This design comes from an exercise in tuning for small area, a short achievable clock period and few clock cycles per item on the open sky130 flow, not from production work.
Where RTL was checked, it was by simulation tests only, not by an equivalence proof against the original.

==> flow/design.v <==
module b58_encode (
    input  wire         clk,
    input  wire         rst,
    input  wire         in_valid,
    output wire         in_ready,
    input  wire [5:0]   in_len,
    input  wire [255:0] in_data,
    output wire         out_valid,
    input  wire         out_ready,
    output wire [7:0]   out_char,
    output wire         out_last
);
    localparam integer N  = 45;           
    localparam integer K  = 4;            
    localparam integer SB = 8 / K;        
    localparam integer SW = 7;               
    function [7:0] alphabet;
        input [5:0] d;
        begin
            if (d < 6'd9)       alphabet = 8'h31 + {2'b00, d};           
            else if (d < 6'd17) alphabet = 8'h41 + {2'b00, d} - 8'd9;    
            else if (d < 6'd22) alphabet = 8'h4A + {2'b00, d} - 8'd17;   
            else if (d < 6'd33) alphabet = 8'h50 + {2'b00, d} - 8'd22;   
            else if (d < 6'd44) alphabet = 8'h61 + {2'b00, d} - 8'd33;   
            else                alphabet = 8'h6D + {2'b00, d} - 8'd44;   
        end
    endfunction
    reg [6*N-1:0] d;
    reg [SW-1:0] s;          
    reg          vld;        
    reg          bdone;      
    reg [5:0]    bz;         
    reg          bnz;        
    reg          rdy;        
    reg          a_act;
    reg [5:0]    fl;         
    reg [5:0]    bnd;        
    reg [5:0]    ones;       
    reg          started;    
    reg          ov, sv;
    reg [7:0]    oc, sc;
    reg          ol, sl;
    assign in_ready  = rdy;
    assign out_valid = ov;
    assign out_char  = oc;
    assign out_last  = ol;
    wire [SW-1:0] last = (in_len == 6'd0) ? {SW{1'b0}} : {in_len - 6'd1, {(SW-6){1'b1}}};
    wire          bfree = (bnd == N[5:0]);
    wire          shift;
    reg           at_last;   
    wire          en = vld && !bdone && (bfree || ({1'b0, s} + 2 - shift <= {1'b0, bnd})) &&
                       (!at_last || rdy);
    reg  [K-1:0]  chunk;     
    wire [5:0]    top = d[6*(N-1) +: 6];
    wire          space = !sv;
    wire          anyd  = a_act && !bfree;
    wire          flush = (fl != 6'd0);        
    wire          skip  = anyd && !flush && !started && (top == 6'd0);
    wire          emitd = anyd && !flush && (ones == 6'd0) && !skip && space;
    assign        shift = flush || skip || emitd;
    wire          emit1 = a_act && (ones != 6'd0) && space;
    wire          emitt = a_act && bfree && (ones == 6'd0) && space;
    wire          prod  = emit1 || emitd || emitt;
    wire [7:0]    pc    = emit1 ? 8'h31 : emitd ? alphabet(top) : 8'h00;
    wire          pl    = emitt;
    wire          fin   = rdy;                   
    wire          xfer  = (bdone || fin) && !a_act;
    function [5:0] dbl;          
        input [5:0] v;
        reg c, k2, k3, k4;
        begin
            c  = v[5] | (v[4] & v[3] & v[2] & (v[1] | v[0]));
            k2 = c & (v[1] | v[0]);
            k3 = k2 & v[2];
            k4 = k3 & v[3];
            dbl = {c, v[4] ^ k4, v[3] ^ k3, v[2] ^ k2, v[1] ^ (c & ~v[0]), v[0] ^ c};
        end
    endfunction
    reg [6*N-1:0] dab;
    reg [5:0]     t;
    reg           cin;
    integer p, k;
    always @* begin
        dab = d;
        for (k = K - 1; k >= 0; k = k - 1) begin
            cin = chunk[k];
            for (p = 0; p < N; p = p + 1) begin
                t = dbl(dab[6*p +: 6]);
                dab[6*p +: 6] = {t[4:0], cin};
                cin = t[5];
            end
        end
    end
    reg [6*N-1:0] dn;
    always @* begin
        for (p = 0; p < N; p = p + 1) begin
            if (p >= bnd) begin
                if (shift)
                    dn[6*p +: 6] = (p == 0) ? 6'd0 : d[6*(p-1) +: 6];
                else
                    dn[6*p +: 6] = d[6*p +: 6];
            end else begin
                dn[6*p +: 6] = en ? dab[6*p +: 6] : d[6*p +: 6];
            end
        end
    end
    wire [SW-1:0] s_n = fin ? {SW{1'b0}} : en ? s + 1'b1 : s;
    wire          vld_n = in_valid && !fin;
    wire          bdone_n = (fin || bdone) && !xfer;
    wire [5:0]    bnd_n = xfer ? 6'd0 : shift ? bnd + 6'd1 : bnd;
    wire          en_n  = vld_n && !bdone_n &&
                          ((bnd_n == N[5:0]) || ({1'b0, s_n} + 2 <= {1'b0, bnd_n}));
    wire          rdy_n = en_n && (s_n == last);
    wire [K-1:0]  chunk_n = (in_len == 6'd0) ? {K{1'b0}} :
                            in_data[K * (s_n ^ (SB - 1)) +: K];
    wire          s0    = (s == {SW{1'b0}});
    wire          nz_n  = (s0 ? 1'b0 : bnz) || (chunk != {K{1'b0}});
    wire          bend  = (s[SW-7:0] == {(SW-6){1'b1}});    
    wire [5:0]    bz_b  = s0 ? 6'd0 : bz;
    wire [5:0]    bz_n  = (bend && !nz_n && in_len != 6'd0) ? bz_b + 6'd1 : bz_b;
    always @(posedge clk) begin
        d <= dn;
        chunk <= chunk_n;
        at_last <= (s_n == last);
        if (rst) begin
            s <= {SW{1'b0}};
            vld <= 1'b0;
            bdone <= 1'b0;
            rdy <= 1'b0;
            a_act <= 1'b0;
            fl <= N[5:0];
            bnd <= 6'd0;
            ov <= 1'b0;
            sv <= 1'b0;
        end else begin
            s <= s_n;
            vld <= vld_n;
            bdone <= bdone_n;
            rdy <= rdy_n;
            if (en) begin
                bnz <= nz_n;
                bz  <= bz_n;
            end
            if (flush)
                fl <= fl - 6'd1;
            if (xfer) begin
                a_act <= 1'b1;
                ones <= fin ? bz_n : bz;
                started <= 1'b0;
            end else begin
                if (emit1) ones <= ones - 6'd1;
                if (emitd) started <= 1'b1;
                if (emitt) a_act <= 1'b0;
            end
            bnd <= bnd_n;
            if (!ov || out_ready) begin
                if (sv) begin
                    ov <= 1'b1; oc <= sc; ol <= sl;
                    sv <= 1'b0;
                end else begin
                    ov <= prod; oc <= pc; ol <= pl;
                end
            end else if (prod) begin
                sv <= 1'b1; sc <= pc; sl <= pl;
            end
        end
    end
endmodule
==> flow/config.mk <==
export PLATFORM = sky130hd
export DESIGN_NAME = b58_encode
export DESIGN_NICKNAME = b58_encode
export VERILOG_FILES = /design/flow/design.v
export SDC_FILE = /design/flow/constraint.sdc
export NUM_CORES = 4
export LEC_CHECK = 0
export CAP_MARGIN = 20
export CORE_MARGIN = 2
export CORE_UTILIZATION = 40
export SLEW_MARGIN = 20
==> flow/constraint.sdc <==
create_clock -name core_clock -period 12.0 [get_ports {clk}]
set_input_delay 2.4000 -clock core_clock [delete_from_list [all_inputs] [get_ports {clk}]]
set_output_delay 2.4000 -clock core_clock [all_outputs]
set_load 0.01 [all_outputs]
run.sh (not shown) runs the stock make flow with config.mk's settings and CLKGATE_MAP_FILE= SYNTH_SCRIPT=/design/flow/synth_recipe.tcl, a recipe that flattens the netlist after the stock synthesis.
The first run passed the timing, DRC and antenna checks.
Then changed:
--- a/flow/design.v
+++ b/flow/design.v
@@ -44,29 +44,26 @@
     assign out_valid = ov;
     assign out_char  = oc;
     assign out_last  = ol;
     wire [SW-1:0] last = (in_len == 6'd0) ? {SW{1'b0}} : {in_len - 6'd1, {(SW-6){1'b1}}};
     wire          bfree = (bnd == N[5:0]);
-    wire          shift;
-    reg           at_last;   
-    wire          en = vld && !bdone && (bfree || ({1'b0, s} + 2 - shift <= {1'b0, bnd})) &&
-                       (!at_last || rdy);
-    reg  [K-1:0]  chunk;     
+    wire          en = vld && !bdone && (bfree || ({1'b0, s} + 2 <= {1'b0, bnd}));
+    wire [K-1:0]  chunk = (in_len == 6'd0) ? {K{1'b0}} :
+                          in_data[K * (s ^ (SB - 1)) +: K];
     wire [5:0]    top = d[6*(N-1) +: 6];
     wire          space = !sv;
     wire          anyd  = a_act && !bfree;
     wire          flush = (fl != 6'd0);        
     wire          skip  = anyd && !flush && !started && (top == 6'd0);
     wire          emitd = anyd && !flush && (ones == 6'd0) && !skip && space;
-    assign        shift = flush || skip || emitd;
+    wire          shift = flush || skip || emitd;
     wire          emit1 = a_act && (ones != 6'd0) && space;
     wire          emitt = a_act && bfree && (ones == 6'd0) && space;
     wire          prod  = emit1 || emitd || emitt;
     wire [7:0]    pc    = emit1 ? 8'h31 : emitd ? alphabet(top) : 8'h00;
     wire          pl    = emitt;
-    wire          fin   = rdy;                   
-    wire          xfer  = (bdone || fin) && !a_act;
+    wire          xfer  = bdone && !a_act;
     function [5:0] dbl;          
         input [5:0] v;
         reg c, k2, k3, k4;
         begin
             c  = v[5] | (v[4] & v[3] & v[2] & (v[1] | v[0]));
@@ -102,28 +99,24 @@
             end else begin
                 dn[6*p +: 6] = en ? dab[6*p +: 6] : d[6*p +: 6];
             end
         end
     end
+    wire          fin = rdy;                     
     wire [SW-1:0] s_n = fin ? {SW{1'b0}} : en ? s + 1'b1 : s;
     wire          vld_n = in_valid && !fin;
-    wire          bdone_n = (fin || bdone) && !xfer;
+    wire          bdone_n = fin || (bdone && !xfer);
     wire [5:0]    bnd_n = xfer ? 6'd0 : shift ? bnd + 6'd1 : bnd;
     wire          en_n  = vld_n && !bdone_n &&
                           ((bnd_n == N[5:0]) || ({1'b0, s_n} + 2 <= {1'b0, bnd_n}));
     wire          rdy_n = en_n && (s_n == last);
-    wire [K-1:0]  chunk_n = (in_len == 6'd0) ? {K{1'b0}} :
-                            in_data[K * (s_n ^ (SB - 1)) +: K];
     wire          s0    = (s == {SW{1'b0}});
     wire          nz_n  = (s0 ? 1'b0 : bnz) || (chunk != {K{1'b0}});
     wire          bend  = (s[SW-7:0] == {(SW-6){1'b1}});    
     wire [5:0]    bz_b  = s0 ? 6'd0 : bz;
-    wire [5:0]    bz_n  = (bend && !nz_n && in_len != 6'd0) ? bz_b + 6'd1 : bz_b;
     always @(posedge clk) begin
         d <= dn;
-        chunk <= chunk_n;
-        at_last <= (s_n == last);
         if (rst) begin
             s <= {SW{1'b0}};
             vld <= 1'b0;
             bdone <= 1'b0;
             rdy <= 1'b0;
@@ -137,17 +130,17 @@
             vld <= vld_n;
             bdone <= bdone_n;
             rdy <= rdy_n;
             if (en) begin
                 bnz <= nz_n;
-                bz  <= bz_n;
+                bz  <= (bend && !nz_n && in_len != 6'd0) ? bz_b + 6'd1 : bz_b;
             end
             if (flush)
                 fl <= fl - 6'd1;
             if (xfer) begin
                 a_act <= 1'b1;
-                ones <= fin ? bz_n : bz;
+                ones <= bz;
                 started <= 1'b0;
             end else begin
                 if (emit1) ones <= ones - 6'd1;
                 if (emitd) started <= 1'b1;
                 if (emitt) a_act <= 1'b0;
=>
- setup slack improved by 1900 ps
- routed wire length drops by a few percent
- via count drops by a few percent
- design area drops slightly
- first-iteration DRC count climbs by well over a third
- global-route usage drops by 0.23 points
- sequential share of layout area hardly moves
- clock-buffer cell count drops by 6
- critical path depth drops by 11
- final cell count drops by a few percent
Function was not checked in any run of this note: the RTL went through the layout flow alone.

========
== xenon ==
Another version of the RTL of b58_encode (not shown whole).
Size: about 3,400 cells after synthesis, about 280 I/O pins, about 33,000 sq um of cells after synthesis.
==> flow/config.mk <==
export PLATFORM = sky130hd
export DESIGN_NAME = b58_encode
export DESIGN_NICKNAME = b58_encode
export VERILOG_FILES = /design/flow/design.v
export SDC_FILE = /design/flow/constraint.sdc
export NUM_CORES = 4
export LEC_CHECK = 0
export CAP_MARGIN = 20
export CORE_MARGIN = 2
export CORE_UTILIZATION = 40
export CTS_BUF_LIST = sky130_fd_sc_hd__clkbuf_4
export SLEW_MARGIN = 20
export SYNTH_HIERARCHICAL = 1
export SYNTH_MINIMUM_KEEP_SIZE = 0
==> flow/constraint.sdc <==
create_clock -name core_clock -period 12.0 [get_ports {clk}]
set_input_delay 2.4000 -clock core_clock [delete_from_list [all_inputs] [get_ports {clk}]]
set_output_delay 2.4000 -clock core_clock [all_outputs]
set_load 0.01 [all_outputs]
standard.sh (not shown) runs the stock make flow with config.mk's settings and CLKGATE_MAP_FILE= SYNTH_SCRIPT=/design/flow/synth_recipe.tcl, a recipe that flattens the netlist after the stock synthesis.
==> flow/flow/run.sh <==
#!/bin/bash
# Layout flow: the standard flow (standard.sh: the standard synthesis
# and the ORFS steps to the final layout), with two changes in how the
# layout is made:
#  - the port buffers that ORFS inserts at placement are buf_1 cells
#    (every port still gets its own buffer);
#  - timing repair aims for extra setup slack (SETUP_SLACK_MARGIN), so that
#    the resizer works on the design's critical paths beyond the period.
# The clock, its period and the I/O constraints are the standard flow's, unchanged.
# Each tool's full output goes to its log under orfs/logs/ (ORFS), and
# make's own output to flow_make.log in this folder.
set -euo pipefail
cd "$(dirname "$0")/.."
bash standard.sh \
  'BUFFER_PORTS_ARGS=-buffer_cell sky130_fd_sc_hd__buf_1' \
  'SETUP_SLACK_MARGIN=7.6' \
  finish > flow_make.log 2>&1
Testbench counts of xenon, summed over its fixed seeds: cycles 10,629, items 192.
[inputs] indigo vs xenon
diff --git a/flow/design.v b/flow/design.v
--- a/flow/design.v
+++ b/flow/design.v
@@ -101,19 +101,17 @@
                            emit1 ? (ones == 6'd1) : onesz;
     wire [6:0]   s_n     = fin ? 7'd0 : en ? s + 7'd1 : s;
     wire         vld_n   = in_valid && !fin;
     wire [5:0]   bnd_s   = shift ? bnd + 6'd1 : bnd;
     wire         bf_n    = !fin && (bf || (shift && bnd == N[5:0] - 6'd1));
     wire         pend_n  = merge || (pend && !pop);
     wire         up      = shift && !en;
     wire         down    = en && !shift;
-    wire [6:0]   diff_p, diff_m;
-    b58_pm1 u_diff (.x(diff), .p(diff_p), .m(diff_m));
-    wire [6:0]   diff_n  = fin ? 7'd0 : up ? diff_p : down ? diff_m : diff;
+    wire [6:0]   diff_n  = fin ? 7'd0 : up ? diff + 7'd1 : down ? diff - 7'd1 : diff;
     wire         r4      = !diff[6] && (diff[5:2] != 4'd0);
     wire         r1_n    = !fin && (up ? !diff[6] : down ? r2 : r1);
     wire         r2_n    = !fin && (up ? r1 : down ? r3 : r2);
     wire         r3_n    = !fin && (up ? r2 : down ? r4 : r3);
     wire [5:0]   hs1     = s[6:1] + 6'd1;
     wire         m       = (hs1 == in_len);
     wire         at_last_n = fin ? lz : en ? (!s[0] && m) : ((s[0] && m) || (lz && s0));
     wire         rdy_n   = vld_n && !pend_n && (bf_n || r2_n) && at_last_n;
@@ -224,16 +222,8 @@
     endfunction
     wire [6:0] t3 = dbl(v, ci[3]);
     wire [6:0] t2 = dbl(t3[5:0], ci[2]);
     wire [6:0] t1 = dbl(t2[5:0], ci[1]);
     wire [6:0] t0 = dbl(t1[5:0], ci[0]);
     assign n  = sel ? vp : t0[5:0];
     assign co = {t3[6], t2[6], t1[6], t0[6]};
 endmodule
-module b58_pm1 (
-    input  wire [6:0] x,
-    output wire [6:0] p,
-    output wire [6:0] m
-);
-    assign p = x + 7'd1;
-    assign m = x - 7'd1;
-endmodule
Delta (indigo minus xenon): count of unique library cells instantiated by Yosys +5, setup slack -0.12 ns, synthesized area -0.31%, clock skew -0.024 ns. Summary of indigo over xenon: post-place setup slack went down by 0.56 ns, via density per instance went up by 0.023, via count was more or less identical. Going from xenon to indigo, post-synthesis to final-layout area growth decreased 0.32 points, placer congestion estimate grew by about 6%.
Testbench counts of indigo, summed over its fixed seeds: cycles 10,629, items 192.

========
job 102:
b58_encode, a different RTL version from the one above (not shown whole).
Size: roughly 6600 cells after synthesis, ~340 flip-flops, roughly 280 I/O pins, roughly 48000 um2 of cells after synthesis.
==> flow/design.v (excerpt) <==
module b58_encode (
    input  wire         clk,
    input  wire         rst,
    input  wire         in_valid,
    output wire         in_ready,
    input  wire [5:0]   in_len,
    input  wire [255:0] in_data,
    output wire         out_valid,
    input  wire         out_ready,
    output wire [7:0]   out_char,
    output wire         out_last
);
    localparam integer N = 45;           
    localparam integer K = 4;            
    function [7:0] alphabet;
        input [5:0] d;
        begin
            if (d < 6'd9)       alphabet = 8'h31 + {2'b00, d};           
            else if (d < 6'd17) alphabet = 8'h41 + {2'b00, d} - 8'd9;    
            else if (d < 6'd22) alphabet = 8'h4A + {2'b00, d} - 8'd17;   
            else if (d < 6'd33) alphabet = 8'h50 + {2'b00, d} - 8'd22;   
            else if (d < 6'd44) alphabet = 8'h61 + {2'b00, d} - 8'd33;   
            else                alphabet = 8'h6D + {2'b00, d} - 8'd44;   
        end
    endfunction
    function [6:0] dbl;
        input [5:0] v;
        input       ci;
        reg x;
        begin
            x = v[1] | v[0];
            dbl = {v[5] | (v[4] & v[3] & v[2] & x),
                   v[4] ^ (x & v[2] & v[3] & (v[5] | v[4])),
  ...
==> module b58_encode, before the edit <==
module b58_encode (
    input  wire         clk,
    input  wire         rst,
    input  wire         in_valid,
    output wire         in_ready,
    input  wire [5:0]   in_len,
    input  wire [255:0] in_data,
    output wire         out_valid,
    input  wire         out_ready,
    output wire [7:0]   out_char,
    output wire         out_last
);
    localparam integer N = 45;           
    localparam integer K = 4;            
    function [7:0] alphabet;
        input [5:0] d;
        begin
            if (d < 6'd9)       alphabet = 8'h31 + {2'b00, d};           
            else if (d < 6'd17) alphabet = 8'h41 + {2'b00, d} - 8'd9;    
            else if (d < 6'd22) alphabet = 8'h4A + {2'b00, d} - 8'd17;   
            else if (d < 6'd33) alphabet = 8'h50 + {2'b00, d} - 8'd22;   
            else if (d < 6'd44) alphabet = 8'h61 + {2'b00, d} - 8'd33;   
            else                alphabet = 8'h6D + {2'b00, d} - 8'd44;   
        end
    endfunction
    function [6:0] dbl;
        input [5:0] v;
        input       ci;
        reg x;
        begin
            x = v[1] | v[0];
            dbl = {v[5] | (v[4] & v[3] & v[2] & x),
                   v[4] ^ (x & v[2] & v[3] & (v[5] | v[4])),
                   v[3] ^ (x & v[2] & (v[5] | (v[4] & v[3]))),
                   v[2] ^ (x & (v[5] | (v[4] & v[3] & v[2]))),
                   v[1] ^ (~v[0] & (v[5] | (v[4] & v[3] & v[2] & v[1]))),
                   v[0] ^ (v[5] | (v[4] & v[3] & v[2] & x)),
                   ci};
        end
    endfunction
    reg [6*N-1:0] d;
    reg           tz;        
    reg [6:0]    s;          
    reg [K-1:0]  chunk;      
    reg          vld;        
    reg          bdone;      
    reg [5:0]    bz;         
    reg          bnz;        
    reg          at_last;    
    reg          rdy;        
    reg [6:0]    diff;       
    reg          r1, r2;     
    reg          a_act;
    reg [5:0]    fl;         
    reg          flush;      
    reg [5:0]    bnd;        
    reg          bf;         
    reg [5:0]    ones;       
    reg          started;    
    reg          ov, sv;
    reg [7:0]    oc, sc;
    reg          ol, sl;
    assign in_ready  = rdy;
    assign out_valid = ov;
    assign out_char  = oc;
    assign out_last  = ol;
    wire [5:0]   top   = d[6*(N-1) +: 6];
    wire         space = !sv;
    wire         anyd  = a_act && !bf;
    wire         onesz = (ones == 6'd0);
    wire         skip  = anyd && !flush && !started && tz;
    wire         emitd = anyd && !flush && onesz && !skip && space;
    wire         shift = flush || skip || emitd;
    wire         emit1 = a_act && !onesz && space;
    wire         emitt = a_act && bf && onesz && space;
    wire         prod  = emit1 || emitd || emitt;
    wire [7:0]   pc    = emit1 ? 8'h31 : emitd ? alphabet(top) : 8'h00;
    wire         pl    = emitt;
    wire         fin  = rdy;                     
    wire         xfer = (bdone || fin) && !a_act;
    wire         en   = vld && !bdone && (bf || r2 || (r1 && shift)) &&
                        (!at_last || rdy);
    reg [6*N-1:0] dab;
    reg [6:0]     t;
    reg           cin;
    integer p, k;
    always @* begin
        dab = d;
        for (k = K - 1; k >= 0; k = k - 1) begin
            cin = chunk[k];
            for (p = 0; p < N; p = p + 1) begin
                t = dbl(dab[6*p +: 6], cin);
                dab[6*p +: 6] = t[5:0];
                cin = t[6];
            end
        end
    end
    reg [6*N-1:0] dn;
    always @* begin
        for (p = 0; p < N; p = p + 1) begin
            if (p >= bnd) begin
                if (shift)
                    dn[6*p +: 6] = (p == 0) ? 6'd0 : d[6*(p-1) +: 6];
                else
                    dn[6*p +: 6] = d[6*p +: 6];
            end else begin
                dn[6*p +: 6] = en ? dab[6*p +: 6] : d[6*p +: 6];
            end
        end
    end
    wire [6:0]   last    = (in_len == 6'd0) ? 7'd0 : {in_len - 6'd1, 1'b1};
    wire [6:0]   s_n     = fin ? 7'd0 : en ? s + 7'd1 : s;
    wire         vld_n   = in_valid && !fin;
    wire         bdone_n = (fin || bdone) && !xfer;
    wire         bf_n    = !xfer && (bf || (shift && bnd == N[5:0] - 6'd1));
    wire [6:0]   diff_n  = xfer ? 7'd0 : diff + {6'd0, shift} - {6'd0, en};
    wire         r1_n    = !diff_n[6] && (diff_n != 7'd0);
    wire         r2_n    = !diff_n[6] && (diff_n[5:1] != 5'd0);
    wire         rdy_n   = vld_n && !bdone_n && (bf_n || r2_n) && (s_n == last);
    wire [K-1:0] chunk_n = (in_len == 6'd0) ? {K{1'b0}} : in_data[K * {s_n[5:1], ~s_n[0]} +: K];
    wire         s0    = (s == 7'd0);
    wire         nz_n  = (s0 ? 1'b0 : bnz) || (chunk != {K{1'b0}});
    wire [5:0]   bz_b  = s0 ? 6'd0 : bz;
    wire [5:0]   bz_n  = (s[0] && !nz_n && in_len != 6'd0) ? bz_b + 6'd1 : bz_b;
    always @(posedge clk) begin
        d       <= dn;
        tz      <= (dn[6*(N-1) +: 6] == 6'd0);
        chunk   <= chunk_n;
        at_last <= (s_n == last);
        if (rst) begin
            s     <= 7'd0;
            vld   <= 1'b0;
            bdone <= 1'b0;
            rdy   <= 1'b0;
            diff  <= 7'd0;
            r1    <= 1'b0;
            r2    <= 1'b0;
            a_act <= 1'b0;
            fl    <= N[5:0];
            flush <= 1'b1;
            bnd   <= 6'd0;
            bf    <= 1'b0;
            ov    <= 1'b0;
            sv    <= 1'b0;
        end else begin
            s     <= s_n;
            vld   <= vld_n;
            bdone <= bdone_n;
            rdy   <= rdy_n;
            diff  <= diff_n;
            r1    <= r1_n;
            r2    <= r2_n;
            if (en) begin
                bnz <= nz_n;
                bz  <= bz_n;
            end
            if (flush) begin
                fl    <= fl - 6'd1;
                flush <= (fl != 6'd1);
            end
            if (xfer) begin
                a_act   <= 1'b1;
                ones    <= fin ? bz_n : bz;
                started <= 1'b0;
            end else begin
                if (emit1) ones <= ones - 6'd1;
                if (emitd) started <= 1'b1;
                if (emitt) a_act <= 1'b0;
            end
            bnd <= xfer ? 6'd0 : shift ? bnd + 6'd1 : bnd;
            bf  <= bf_n;
            if (!ov || out_ready) begin
                if (sv) begin
                    ov <= 1'b1; oc <= sc; ol <= sl;
                    sv <= 1'b0;
                end else begin
                    ov <= prod; oc <= pc; ol <= pl;
                end
            end else if (prod) begin
                sv <= 1'b1; sc <= pc; sl <= pl;
            end
        end
    end
endmodule
make LEC_CHECK=0 CAP_MARGIN=20 CORE_MARGIN=2 CORE_UTILIZATION=40 SLEW_MARGIN=20 finish   # period 12.0 ns
run.sh (not shown) runs the stock make flow with config.mk's settings and CLKGATE_MAP_FILE= SYNTH_SCRIPT=/design/flow/synth_recipe.tcl, a recipe that flattens the netlist after the stock synthesis.
Stock flow here: none of the scripts above is used.
Edits applied to the flow inputs when going from job 102 to job 104:
--- a/flow/design.v
+++ b/flow/design.v
@@ -11,7 +11,7 @@
     output wire         out_last
 );
     localparam integer N = 45;           
-    localparam integer K = 4;            
+    localparam integer K = 2;            
     function [7:0] alphabet;
         input [5:0] d;
         begin
@@ -26,15 +26,16 @@
     function [6:0] dbl;
         input [5:0] v;
         input       ci;
-        reg x;
+        reg c, x;
         begin
+            c = v[5] | (v[4] & v[3] & v[2] & (v[1] | v[0]));
             x = v[1] | v[0];
-            dbl = {v[5] | (v[4] & v[3] & v[2] & x),
-                   v[4] ^ (x & v[2] & v[3] & (v[5] | v[4])),
-                   v[3] ^ (x & v[2] & (v[5] | (v[4] & v[3]))),
-                   v[2] ^ (x & (v[5] | (v[4] & v[3] & v[2]))),
-                   v[1] ^ (~v[0] & (v[5] | (v[4] & v[3] & v[2] & v[1]))),
-                   v[0] ^ (v[5] | (v[4] & v[3] & v[2] & x)),
+            dbl = {c,
+                   v[4] ^ (c & x & v[2] & v[3]),
+                   v[3] ^ (c & x & v[2]),
+                   v[2] ^ (c & x),
+                   v[1] ^ (c & ~v[0]),
+                   v[0] ^ c,
                    ci};
         end
     endfunction
@@ -108,7 +109,8 @@
             end
         end
     end
-    wire [6:0]   last    = (in_len == 6'd0) ? 7'd0 : {in_len - 6'd1, 1'b1};
+    wire [4:0]   lenm1   = in_len[4:0] - 5'd1;
+    wire [6:0]   last    = (in_len == 6'd0) ? 7'd0 : {lenm1, 2'b11};
     wire [6:0]   s_n     = fin ? 7'd0 : en ? s + 7'd1 : s;
     wire         vld_n   = in_valid && !fin;
     wire         bdone_n = (fin || bdone) && !xfer;
@@ -117,11 +119,11 @@
     wire         r1_n    = !diff_n[6] && (diff_n != 7'd0);
     wire         r2_n    = !diff_n[6] && (diff_n[5:1] != 5'd0);
     wire         rdy_n   = vld_n && !bdone_n && (bf_n || r2_n) && (s_n == last);
-    wire [K-1:0] chunk_n = (in_len == 6'd0) ? {K{1'b0}} : in_data[K * {s_n[5:1], ~s_n[0]} +: K];
+    wire [K-1:0] chunk_n = (in_len == 6'd0) ? {K{1'b0}} : in_data[K * {s_n[6:2], ~s_n[1:0]} +: K];
     wire         s0    = (s == 7'd0);
     wire         nz_n  = (s0 ? 1'b0 : bnz) || (chunk != {K{1'b0}});
     wire [5:0]   bz_b  = s0 ? 6'd0 : bz;
-    wire [5:0]   bz_n  = (s[0] && !nz_n && in_len != 6'd0) ? bz_b + 6'd1 : bz_b;
+    wire [5:0]   bz_n  = (s[1:0] == 2'b11 && !nz_n && in_len != 6'd0) ? bz_b + 6'd1 : bz_b;
     always @(posedge clk) begin
         d       <= dn;
         tz      <= (dn[6*(N-1) +: 6] == 6'd0);
==> results.txt <==
Wire length in job 104 vs job 102: down about 50%. Delta (job 104 minus job 102): number of fill cells -6050; number of placement rows -34; number of CTS-inserted buffers -4. Number of sinks driven by the clock tree is lower on job 104. Width of the die ended up about 27% lower on job 104 than on job 102. The slowest library cell on the worst path comes out sky130_fd_sc_hd__and4_1 in one run and sky130_fd_sc_hd__buf_4 in the other, namely in job 104 and job 102 respectively. Job 104 ended up with a lower overall routing resource usage than job 102 did. Job 102 has lower fraction of the mapped netlist area in adder cells than job 104.
No functional check of the RTL was part of any run of this note.

[static timing again, ports no longer ideal]
How much do the figures lean on ideal ports? The routed layouts below were timed once more, with nothing changed but the port constraints.
Step 1 sets driving cells, clkbuf_16 on the clock port and buf_2 on the other inputs (assumed; they add their load-dependent delay and slew).
Step 2 adds t to the input delays and takes it off the output delays; t is the mean of the earliest and latest rising clock arrival at the registers after step 1. Input paths then give back, and output paths get back, about the clock's delay inside the block.
Slacks: no drivers / after step 1 / after step 2; pairs: no drivers / after step 1.
run | shift t [ns] | setup WS [ns] | worst setup path at the end | slew at the worst register clock pin (ns)
the first run of note 1 | 0.627 | 2.826 / 2.826 / 2.826 | register to register | 0.06 / 0.06
the second run of note 1 | 0.612 | 4.734 / 4.770 / 4.158 | input to register | 0.07 / 0.07
xenon | 0.904 | 7.870 / 7.846 / 7.531 | input to register | 0.07 / 0.07
indigo | 0.873 | 7.751 / 7.751 / 7.570 | input to register | 0.08 / 0.08
job 102 | 0.649 | 6.757 / 6.757 / 6.757 | register to register | 0.07 / 0.07
job 104 | 0.607 | 6.771 / 6.771 / 6.706 | input to register | 0.06 / 0.06
After both steps every run listed still meets setup and hold. For the second run of note 1, which loses most, drivers alone change the setup slack by +0.036 ns; drivers and shift together by -0.576 ns.
